From an optimization exercise on the open Yosys and OpenROAD flow, aimed at small area; shortcuts taken in it are not production practice. Only simulation tests tie the RTL to the original design; equivalence was not proved. No activity file was given, so power comes from the tool's default toggle rates.

==> design/flow/design.v <==
module iccm_link (
    input  wire         clk,
    input  wire         rst,           
    input  wire         rx,
    output wire         tx,
    input  wire         cmd_valid,
    input  wire [7:0]   cmd,
    output wire         cmd_ready,
    input  wire         msg_we,
    input  wire [7:0]   msg_byte,
    output reg          resp_valid,
    output reg          resp_avail,
    output reg  [4:0]   resp_len,
    output wire [159:0] resp_data,
    output wire [15:0]  status,
    output wire [4:0]   cursor,
    output reg  [6:0]   events
);
    localparam integer N = 20;             
    localparam integer M = 16;             
    localparam integer P = 64;             
    localparam [6:0] BIT_TICKS   = P;
    localparam [6:0] FIRST_TICKS = 3 * P / 2;
    localparam [4:0] CAP         = N;
    localparam [4:0] MAXLEN      = M;
    localparam [7:0] STX  = 8'h02;
    localparam [7:0] ETX  = 8'h03;
    localparam [7:0] TERM = 8'h00;
    localparam [1:0] L_IDLE = 2'b00;
    localparam [1:0] L_RX   = 2'b01;
    localparam [1:0] L_TX   = 2'b10;
    localparam [1:0] L_DIS  = 2'b11;
    localparam [7:0] C_INIT  = 8'h01;
    localparam [7:0] C_SEND  = 8'h02;
    localparam [7:0] C_AVAIL = 8'h03;
    localparam [7:0] C_READ  = 8'h04;
    localparam [7:0] C_CLEAR = 8'h05;
    localparam [7:0] C_DIS   = 8'h06;
    localparam [7:0] C_EN    = 8'h07;
    reg  [1:0] link;
    reg        start_seen;
    reg        data_avail;
    reg        ovf;
    reg        edge_pend;
    reg        edge_ie;
    reg        init_done;
    reg  [4:0] cur;
    reg  [7:0] rbuf [0:N-1];
    reg        rx_prev;
    reg        rx_active;
    reg  [7:0] rx_acc;
    reg  [3:0] rx_bit;
    reg  [6:0] rx_timer;
    reg        tx_active;
    reg  [4:0] tx_frame;                   
    reg  [4:0] tx_nframes;                 
    reg  [3:0] tx_bit;
    reg  [6:0] tx_timer;
    reg        invalid_input;
    reg        faulted;
    reg  [7:0] msg [0:M-1];                
    reg  [4:0] msg_cnt;                    
    reg        msg_rsv;                    
    wire edge_det = edge_ie & ~rx_prev & rx;
    reg        p4_edge_pend;
    reg        n_rx_active;
    reg  [7:0] n_rx_acc;
    reg  [3:0] n_rx_bit;
    reg  [6:0] n_rx_timer;
    reg        ev_bail;
    reg        rx_done;
    always @(*) begin
        p4_edge_pend = edge_pend | edge_det;
        n_rx_active  = rx_active;
        n_rx_acc     = rx_acc;
        n_rx_bit     = rx_bit;
        n_rx_timer   = rx_timer;
        ev_bail      = 1'b0;
        rx_done      = 1'b0;
        if (faulted) begin
            p4_edge_pend = edge_pend;
        end else if (!rx_active) begin
            if (p4_edge_pend && init_done) begin
                p4_edge_pend = 1'b0;
                if (link == L_TX || link == L_DIS) begin
                    ev_bail = 1'b1;
                end else begin
                    n_rx_active = 1'b1;
                    n_rx_acc    = 8'h00;
                    n_rx_bit    = 4'd0;
                    n_rx_timer  = FIRST_TICKS;
                end
            end
        end else begin
            n_rx_timer = rx_timer - 7'd1;
            if (rx_timer == 7'd1) begin
                if (rx_bit < 4'd8) begin
                    n_rx_acc[rx_bit[2:0]] = rx;
                    n_rx_bit   = rx_bit + 4'd1;
                    n_rx_timer = BIT_TICKS;
                end else begin
                    p4_edge_pend = 1'b0;
                    n_rx_active  = 1'b0;
                    rx_done      = 1'b1;
                end
            end
        end
    end
    reg  [1:0] p4_link;
    reg        p4_start_seen;
    reg  [4:0] p4_cur;
    reg        p4_data_avail;
    reg        p4_ovf;
    reg        push;
    reg  [7:0] push_data;
    reg        ev_msg_ready;
    reg        ev_etx_lost;
    reg        ev_overflow;
    reg        ev_drop;
    always @(*) begin
        p4_link       = link;
        p4_start_seen = start_seen;
        p4_cur        = cur;
        p4_data_avail = data_avail;
        p4_ovf        = ovf;
        push          = 1'b0;
        push_data     = rx_acc;
        ev_msg_ready  = 1'b0;
        ev_etx_lost   = 1'b0;
        ev_overflow   = 1'b0;
        ev_drop       = 1'b0;
        if (rx_done) begin
            if (rx_acc == STX) begin
                p4_cur        = 5'd0;
                p4_data_avail = 1'b0;
                p4_ovf        = 1'b0;
                p4_link       = L_RX;
                p4_start_seen = 1'b1;
            end else if (rx_acc == ETX) begin
                if (start_seen) begin
                    if (cur < CAP) begin
                        push          = 1'b1;
                        push_data     = TERM;
                        p4_cur        = cur + 5'd1;
                        p4_data_avail = 1'b1;
                        ev_msg_ready  = 1'b1;
                    end else begin
                        ev_etx_lost   = 1'b1;
                    end
                    p4_start_seen = 1'b0;
                    p4_link       = L_IDLE;
                end else begin
                    ev_drop = 1'b1;
                end
            end else if (start_seen) begin
                if (cur < CAP) begin
                    push   = 1'b1;
                    p4_cur = cur + 5'd1;
                end else begin
                    p4_ovf      = 1'b1;
                    ev_overflow = 1'b1;
                end
            end else begin
                ev_drop = 1'b1;
            end
        end
    end
    assign cmd_ready = ~tx_active & ~n_rx_active;
    wire do_cmd = cmd_valid & cmd_ready;
    wire illegal = (cmd == 8'h00) || (cmd > C_EN);
    wire [4:0] rd_len = p4_data_avail ? (p4_cur - 5'd1) : p4_cur;
    reg  [1:0] p5_link;
    reg        p5_start_seen;
    reg  [4:0] p5_cur;
    reg        p5_data_avail;
    reg        p5_ovf;
    reg        p5_edge_pend;
    reg        n_edge_ie;
    reg        n_init_done;
    reg        n_faulted;
    reg        n_invalid;
    reg        send_go;
    reg        ev_tx_rej;
    reg        n_resp_valid;
    always @(*) begin
        p5_link       = p4_link;
        p5_start_seen = p4_start_seen;
        p5_cur        = p4_cur;
        p5_data_avail = p4_data_avail;
        p5_ovf        = p4_ovf;
        p5_edge_pend  = p4_edge_pend;
        n_edge_ie     = edge_ie;
        n_init_done   = init_done;
        n_faulted     = faulted;
        n_invalid     = invalid_input;
        send_go       = 1'b0;
        ev_tx_rej     = 1'b0;
        n_resp_valid  = 1'b0;
        if (do_cmd && !faulted) begin
            if (illegal) begin
                n_faulted = 1'b1;
            end else if (cmd != C_INIT && !init_done) begin
                n_faulted = 1'b1;
            end else begin
                case (cmd)
                    C_INIT: begin
                        n_init_done   = 1'b1;
                        n_edge_ie     = 1'b1;
                        p5_edge_pend  = 1'b0;
                        p5_link       = L_IDLE;
                        p5_start_seen = 1'b0;
                        p5_cur        = 5'd0;
                        p5_data_avail = 1'b0;
                        p5_ovf        = 1'b0;
                    end
                    C_SEND: begin
                        if (p4_link == L_RX || p4_link == L_TX) begin
                            ev_tx_rej = 1'b1;
                        end else begin
                            send_go = 1'b1;
                            if (msg_rsv) n_invalid = 1'b1;
                            if (p4_link == L_IDLE) p5_link = L_TX;
                        end
                    end
                    C_AVAIL: begin
                        n_resp_valid = 1'b1;
                    end
                    C_READ: begin
                        n_resp_valid  = 1'b1;
                        p5_cur        = 5'd0;
                        p5_data_avail = 1'b0;
                        p5_ovf        = 1'b0;
                    end
                    C_CLEAR: begin
                        p5_cur        = 5'd0;
                        p5_data_avail = 1'b0;
                        p5_ovf        = 1'b0;
                    end
                    C_DIS: begin
                        p5_link       = L_DIS;
                        p5_start_seen = 1'b0;
                    end
                    C_EN: begin
                        if (p4_link == L_DIS) p5_link = L_IDLE;
                    end
                    default: ;
                endcase
            end
        end
    end
    wire [4:0] tx_idx  = tx_frame - 5'd1;
    wire [7:0] tx_byte = (tx_frame == 5'd0)              ? STX :
                         (tx_frame == tx_nframes - 5'd1) ? ETX :
                                                           msg[tx_idx[3:0]];
    wire [9:0] tx_raw  = {1'b0, tx_byte, 1'b1};
    assign tx = tx_active & tx_raw[tx_bit];
    reg        n_tx_active;
    reg  [4:0] n_tx_frame;
    reg  [4:0] n_tx_nframes;
    reg  [3:0] n_tx_bit;
    reg  [6:0] n_tx_timer;
    reg  [1:0] p6_link;
    reg        ev_tx_done;
    always @(*) begin
        n_tx_active  = tx_active;
        n_tx_frame   = tx_frame;
        n_tx_nframes = tx_nframes;
        n_tx_bit     = tx_bit;
        n_tx_timer   = tx_timer;
        p6_link      = p5_link;
        ev_tx_done   = 1'b0;
        if (send_go) begin
            n_tx_active  = 1'b1;
            n_tx_frame   = 5'd0;
            n_tx_nframes = msg_cnt + 5'd2;
            n_tx_bit     = 4'd0;
            n_tx_timer   = BIT_TICKS;
        end else if (tx_active) begin
            n_tx_timer = tx_timer - 7'd1;
            if (tx_timer == 7'd1) begin
                if (tx_bit < 4'd9) begin
                    n_tx_bit   = tx_bit + 4'd1;
                    n_tx_timer = BIT_TICKS;
                end else if (tx_frame == tx_nframes - 5'd1) begin
                    n_tx_active = 1'b0;
                    if (p5_link == L_TX) p6_link = L_IDLE;
                    ev_tx_done  = 1'b1;
                end else begin
                    n_tx_frame = tx_frame + 5'd1;
                    n_tx_bit   = 4'd0;
                    n_tx_timer = BIT_TICKS;
                end
            end
        end
    end
    wire send_cmd = do_cmd && (cmd == C_SEND);
    wire stage    = msg_we && !tx_active && !send_cmd;
    always @(posedge clk) begin
        if (rst) begin
            link          <= L_IDLE;
            start_seen    <= 1'b0;
            data_avail    <= 1'b0;
            ovf           <= 1'b0;
            edge_pend     <= 1'b0;
            edge_ie       <= 1'b0;
            init_done     <= 1'b0;
            cur           <= 5'd0;
            rx_active     <= 1'b0;
            tx_active     <= 1'b0;
            invalid_input <= 1'b0;
            faulted       <= 1'b0;
            msg_cnt       <= 5'd0;
            msg_rsv       <= 1'b0;
            resp_valid    <= 1'b0;
            resp_avail    <= 1'b0;
            resp_len      <= 5'd0;
            events        <= 7'd0;
        end else begin
            link          <= p6_link;
            start_seen    <= p5_start_seen;
            data_avail    <= p5_data_avail;
            ovf           <= p5_ovf;
            edge_pend     <= p5_edge_pend;
            edge_ie       <= n_edge_ie;
            init_done     <= n_init_done;
            cur           <= p5_cur;
            rx_active     <= n_rx_active;
            tx_active     <= n_tx_active;
            invalid_input <= n_invalid;
            faulted       <= n_faulted;
            resp_valid    <= n_resp_valid;
            resp_avail    <= p4_data_avail;
            resp_len      <= rd_len;
            events        <= {ev_tx_done, ev_tx_rej, ev_bail, ev_drop,
                              ev_overflow, ev_etx_lost, ev_msg_ready};
            if (send_cmd) begin
                msg_cnt <= 5'd0;
                msg_rsv <= 1'b0;
            end else if (stage) begin
                if (msg_cnt < MAXLEN) msg_cnt <= msg_cnt + 5'd1;
                if (msg_byte == STX || msg_byte == ETX) msg_rsv <= 1'b1;
            end
        end
    end
    always @(posedge clk) begin
        if (!faulted) rx_prev <= rx;
        rx_acc     <= n_rx_acc;
        rx_bit     <= n_rx_bit;
        rx_timer   <= n_rx_timer;
        tx_frame   <= n_tx_frame;
        tx_nframes <= n_tx_nframes;
        tx_bit     <= n_tx_bit;
        tx_timer   <= n_tx_timer;
        if (push) rbuf[cur] <= push_data;
        if (stage && msg_cnt < MAXLEN) msg[msg_cnt[3:0]] <= msg_byte;
    end
    genvar g;
    generate
        for (g = 0; g < N; g = g + 1) begin : g_resp
            assign resp_data[8*g +: 8] = rbuf[g];
        end
    endgenerate
    assign status = {4'b0000, faulted, invalid_input, tx_active, rx_active,
                     init_done, edge_ie, edge_pend, ovf, data_avail,
                     start_seen, link};
    assign cursor = cur;
endmodule
==> design/flow/run.sh <==
#!/bin/bash
# synth_recipe.tcl (not shown) runs the flow's synth.tcl, then flattens the netlist and writes it again
# the make line also repeats each setting of config.mk as NAME=value (left out here)
make -C /OpenROAD-flow-scripts/flow DESIGN_CONFIG=/design/flow/config.mk WORK_HOME=/design/flow/orfs CLKGATE_MAP_FILE= SYNTH_SCRIPT=/design/flow/synth_recipe.tcl finish
==> design/flow/config.mk <==
export PLATFORM = sky130hd
export DESIGN_NAME = iccm_link
export DESIGN_NICKNAME = iccm_link
export VERILOG_FILES = /design/flow/design.v
export SDC_FILE = /design/flow/constraint.sdc
export NUM_CORES = 4
export LEC_CHECK = 0
export CAP_MARGIN = 20
export CORE_MARGIN = 2
export CORE_UTILIZATION = 40
export SLEW_MARGIN = 20
==> design/flow/constraint.sdc <==
create_clock -name core_clock -period 10.0 [get_ports {clk}]
set_input_delay 2.0000 -clock core_clock [delete_from_list [all_inputs] [get_ports {clk}]]
set_output_delay 2.0000 -clock core_clock [all_outputs]
set_load 0.01 [all_outputs]
==> results.txt <==
==> layout by cell type, fill, tap and decap left out, drive strengths merged, types with 16 or more instances in the layout <==
cell type / n
edfxtp: 313
clkdlybuf4s50: 213
nor2: 96
dfxtp: 52
clkbuf: 45
nand2: 37
inv: 35
mux4: 34
nor3: 32
ha: 28
a21oi: 27
nand3: 20
o21ai: 18
clkinv: 18
xnor2: 17
mux2i: 17
xor2: 16
==> synth_stat cells (2+ instances only) <==
cell type and instances:
buf_6 4, a31oi_1 3, and4_1 2, mux4_2 33
nor2_1 96, o2111ai_1 2, buf_2 4, o31ai_1 2
mux2_2 3, ha_1 28, o211ai_1 2, clkbuf_1 27
nand3_1 20, nor2b_1 14, o31a_1 2, nand3b_1 3
or4_1 2, a21o_1 3, edfxtp_1 313, nor4_1 10
nand4bb_1 2, dfxtp_1 52, buf_4 17, mux2i_1 17
nor4b_1 7, nand2_1 37, and3b_1 2, or3_1 6
a211oi_1 2, and2_1 5, inv_1 34, a22oi_1 2
a21oi_1 27, o21a_1 3, xor2_1 15, nor3_1 31
a41oi_1 3, o21ai_0 17, and3_1 4, xnor2_1 17
buf_1 2, nand2b_1 6, o21bai_1 2, nand4_1 10
a211oi_2 2
==> state kept, by name (all words and copies together), names as in the netlist, 2 cells and up <==
register    count
cur             5
events          7
link            2
msg           128
msg_cnt         5
rbuf          160
resp_len        5
rx_acc          8
rx_bit          4
rx_timer        7
tx_bit          4
tx_frame        5
tx_nframes      5
tx_timer        7
==> logic make-up (layout without fill, tap and decap cells) <==
logic type,after synthesis,count (layout),synth area share
adder cells (fa/ha/maj),28,28,0.0243
AND/OR/NAND/NOR,264,264,0.0924
multiplexers,55,55,0.0685
flip-flops,365,365,0.724
XOR/XNOR,33,33,0.0206
AO/OA/AOI/OAI,86,86,0.0402
buffers and inverters,89,326,0.0301
other,1,4,0.000260
==> routing by layer <==
metal	wire length, um	vias up	track usage
met3	2360	51	0.0362
met2	15700	375	0.290
met4	717	0	0.0513
li1	-	3868	-
met5	0	-	0
met1	14200	4031	0.234
==> area by class of cell <==
cell class,instances,area (sq um)
fill,2979,17400
clock buffer,45,1010
sequential,365,10400
clock inverter,25,228
timing repair buffer,222,2200
inverter,34,128
tap,461,577
multi-input combinational,470,3590
==> worst max-delay path by stage <==
stage,start,endpoint,slack [ns],cells past startpoint
after floorplan,tx_frame[0],tx,4.87,12
after global placement,tx_frame[0],tx,3.65,10
after CTS,tx_frame[0],tx,3.00,10
final,tx_frame[0],tx,3.10,10
after detailed placement,tx_frame[0],tx,3.58,10
after global routing,tx_frame[0],tx,2.84,10
==> per-stage QoR <==
| step | cell area (sq um) | power [mW] | worst slack, ns | utilization | std cells |
|---|---|---|---|---|---|
| 5_1_grt | 18200 | 3.20 | 2.84 | 0.511 | 1622 |
| 2_1_floorplan | 14400 | 1.71 | 4.87 | - | 924 |
| 6_report | 18200 | 3.09 | 3.10 | 0.511 | 1622 |
| 3_3_place_gp | 16900 | 1.73 | 3.65 | 0.476 | 1552 |
| 4_1_cts | 18200 | 3.12 | 3.00 | 0.511 | 1622 |
| 3_5_place_dp | 16900 | 1.74 | 3.58 | 0.476 | 1552 |
==> worst max-delay path, cell delays in order (launching register included) <==
cell and delay [ns]:
dfxtp_2 0.31, buf_4 0.56, inv_1 0.20, ha_1 0.84, buf_4 0.41, mux4_2 0.25, mux2i_1 0.06, mux4_2 0.49
a2111oi_1 0.40, o221a_1 0.28, clkdlybuf4s50_1 0.54
==> power groups by stage <==
stage	Clock (mW)	Sequential (mW)	Combinational (mW)
floorplan	0	1.69	0.0251
global placement	0	1.69	0.0464
detailed placement	0	1.69	0.0477
CTS	1.42	1.66	0.0479
global route	1.49	1.66	0.0526
finish	1.38	1.66	0.0474
==> flow_metrics.py <==
metrics = {
    "setup_path": {
        "r2r_start": "rx_acc[4]",
        "r2r_end": "rbuf[14][3]",
        "crit_fanout": 37,
        "critPathKind": "flop to output pin",
        "rr_worst_depth": 6,
        "critPathRequiredTime_ns": 8.00,
        "ff2ff_setup_slack_ns": 6.20,
        "endpoint_kind": "output pin",
        "start_kind": "flop",
        "worstPathArrival_ns": 4.90,
    },
    "drt": {
        "ant_nets": 0,
        "drt_pre_antenna_iters": 5,
        "num_vias": 8325,
        "drt_iter0_markers": 635,
        "routed_wirelength_um": 33000,
        "wl_per_cell_um": 20.3,
        "drc": 0,
        "via_per_inst": 5.13,
    },
    "worst_hold_path": {
        "worstHoldEndpoint": "msg_rsv",
        "min_from": "msg_rsv",
        "whs_path_depth": 2,
        "hold_class": "flop to flop",
    },
    "global_routing": {
        "grtUsageTotal": 0.175,
        "grt_pass1_vias": 8122,
        "grt_pass1_wl_um": 50500,
        "overflow": 0,
        "grt_antenna_before_repair": 0,
        "grt_max_degree": 38,
    },
    "cells_and_area": {
        "nets": 1180,
        "diodes": 0,
        "drive_gt1_frac": 0.103,
        "area_delta_synth_final_pct": 26.0,
    },
    "placed_design": {
        "dp_hpwl_um": 22800,
        "placement.io_buffers": 213,
        "finalWeightedCongestion": 0.813,
    },
    "timing": {
        "rsz0062_at_grt": "no",
        "slew_viol_final": 0,
        "fin_crit_ns": 6.90,
        "tightest_slew_ns": 1.04,
        "maxSlewHeadroom": 0.301,
        "fmax_mhz": 145,
        "fin_crit_sh": 0.690,
        "fin_hold_ws_ns": 0.493,
        "tns_ns": 0,
        "hold_viol": 0,
        "fin_worst_skew_ns": 0.0182,
        "setup_viol": 0,
    },
    "synth": {
        "ys_warn_count": 1,
        "netlist.area_leader.share": 0.651,
        "ys_seq_area_frac": 0.724,
        "synth_area_per_cell_sq_um": 15.7,
        "async_reset_ff_frac": 0,
        "synth_cell_type_count": 71,
        "synth_edf_count": 313,
        "ys_seq_elements": 365,
        "synth.area.top_cells": "edfxtp_1 65%, dfxtp_1 7.2%, mux4_2 5.2%, nor2_1 2.5%, ha_1 2.4%",
        "synth_area_leader_cell": "edfxtp_1",
        "synth_ff_type": "edfxtp_1",
        "postSynthCellCount": 921,
        "synth_area_sq_mm": 0.0144,
    },
    "clock_network": {
        "cts_sinks": 365,
        "cts_resized": 0,
        "path_clk_slew_ns": 0.06,
        "insertion_delay_ns": 0.54,
        "clockBufferDepth": 3,
        "postCtsHoldBufs": 0,
        "postCtsSetupBuffers": 0,
        "cts_tree": "yes",
        "cts_inserted_buffers": 38,
        "htree_levels": 2,
        "clock-root-buffer": "clkbuf_16",
    },
    "power": {
        "vdd_drop_max_uv": 117,
        "powerDensity_mw_per_mm2": 170,
        "seqPwrFrac": 0.537,
        "p_int_mw": 2.47,
        "p_leak_nw": 6.12,
        "clockPowerShare": 0.448,
        "power_frac_comb": 0.015,
        "p_switching_mw": 0.614,
        "swShare": 0.199,
    },
    "run_status": {
        "outcome": "no timing/DRC/antenna violations",
    },
    "floorplanning": {
        "die_x_um": 194,
        "core_sq_mm": 0.0356,
        "boundaryPins": 218,
        "rows": 69,
        "dieArea_sq_mm": 0.0376,
        "initial_core_util": 0.406,
        "die_y_um": 194,
    },
    "run": {
        "drv_cap": 0,
    },
}

==> separate check: timing with driven ports <==
How much do the figures lean on ideal ports? The routed layout below was timed once more, with nothing changed but the port constraints.
Step 1, drivers: a clkbuf_16 drives clk and a buf_2 each remaining input, both assumed.
Step 2 adds t to the input delays and takes it off the output delays; t is the mean of the earliest and latest rising clock arrival at the registers after step 1. Input paths then give back, and output paths get back, about the clock's delay inside the block.
a / b / c = ideal ports / drivers / drivers and shift; a / b = the first two.
t (ns): 0.575
setup slack, ns: 3.103 / 3.056 / 3.630
worst setup path after step 2: register to output
After both steps this run still meets setup and hold. The setup slack of this run moves by -0.047 ns with the drivers and by +0.527 ns with both steps.
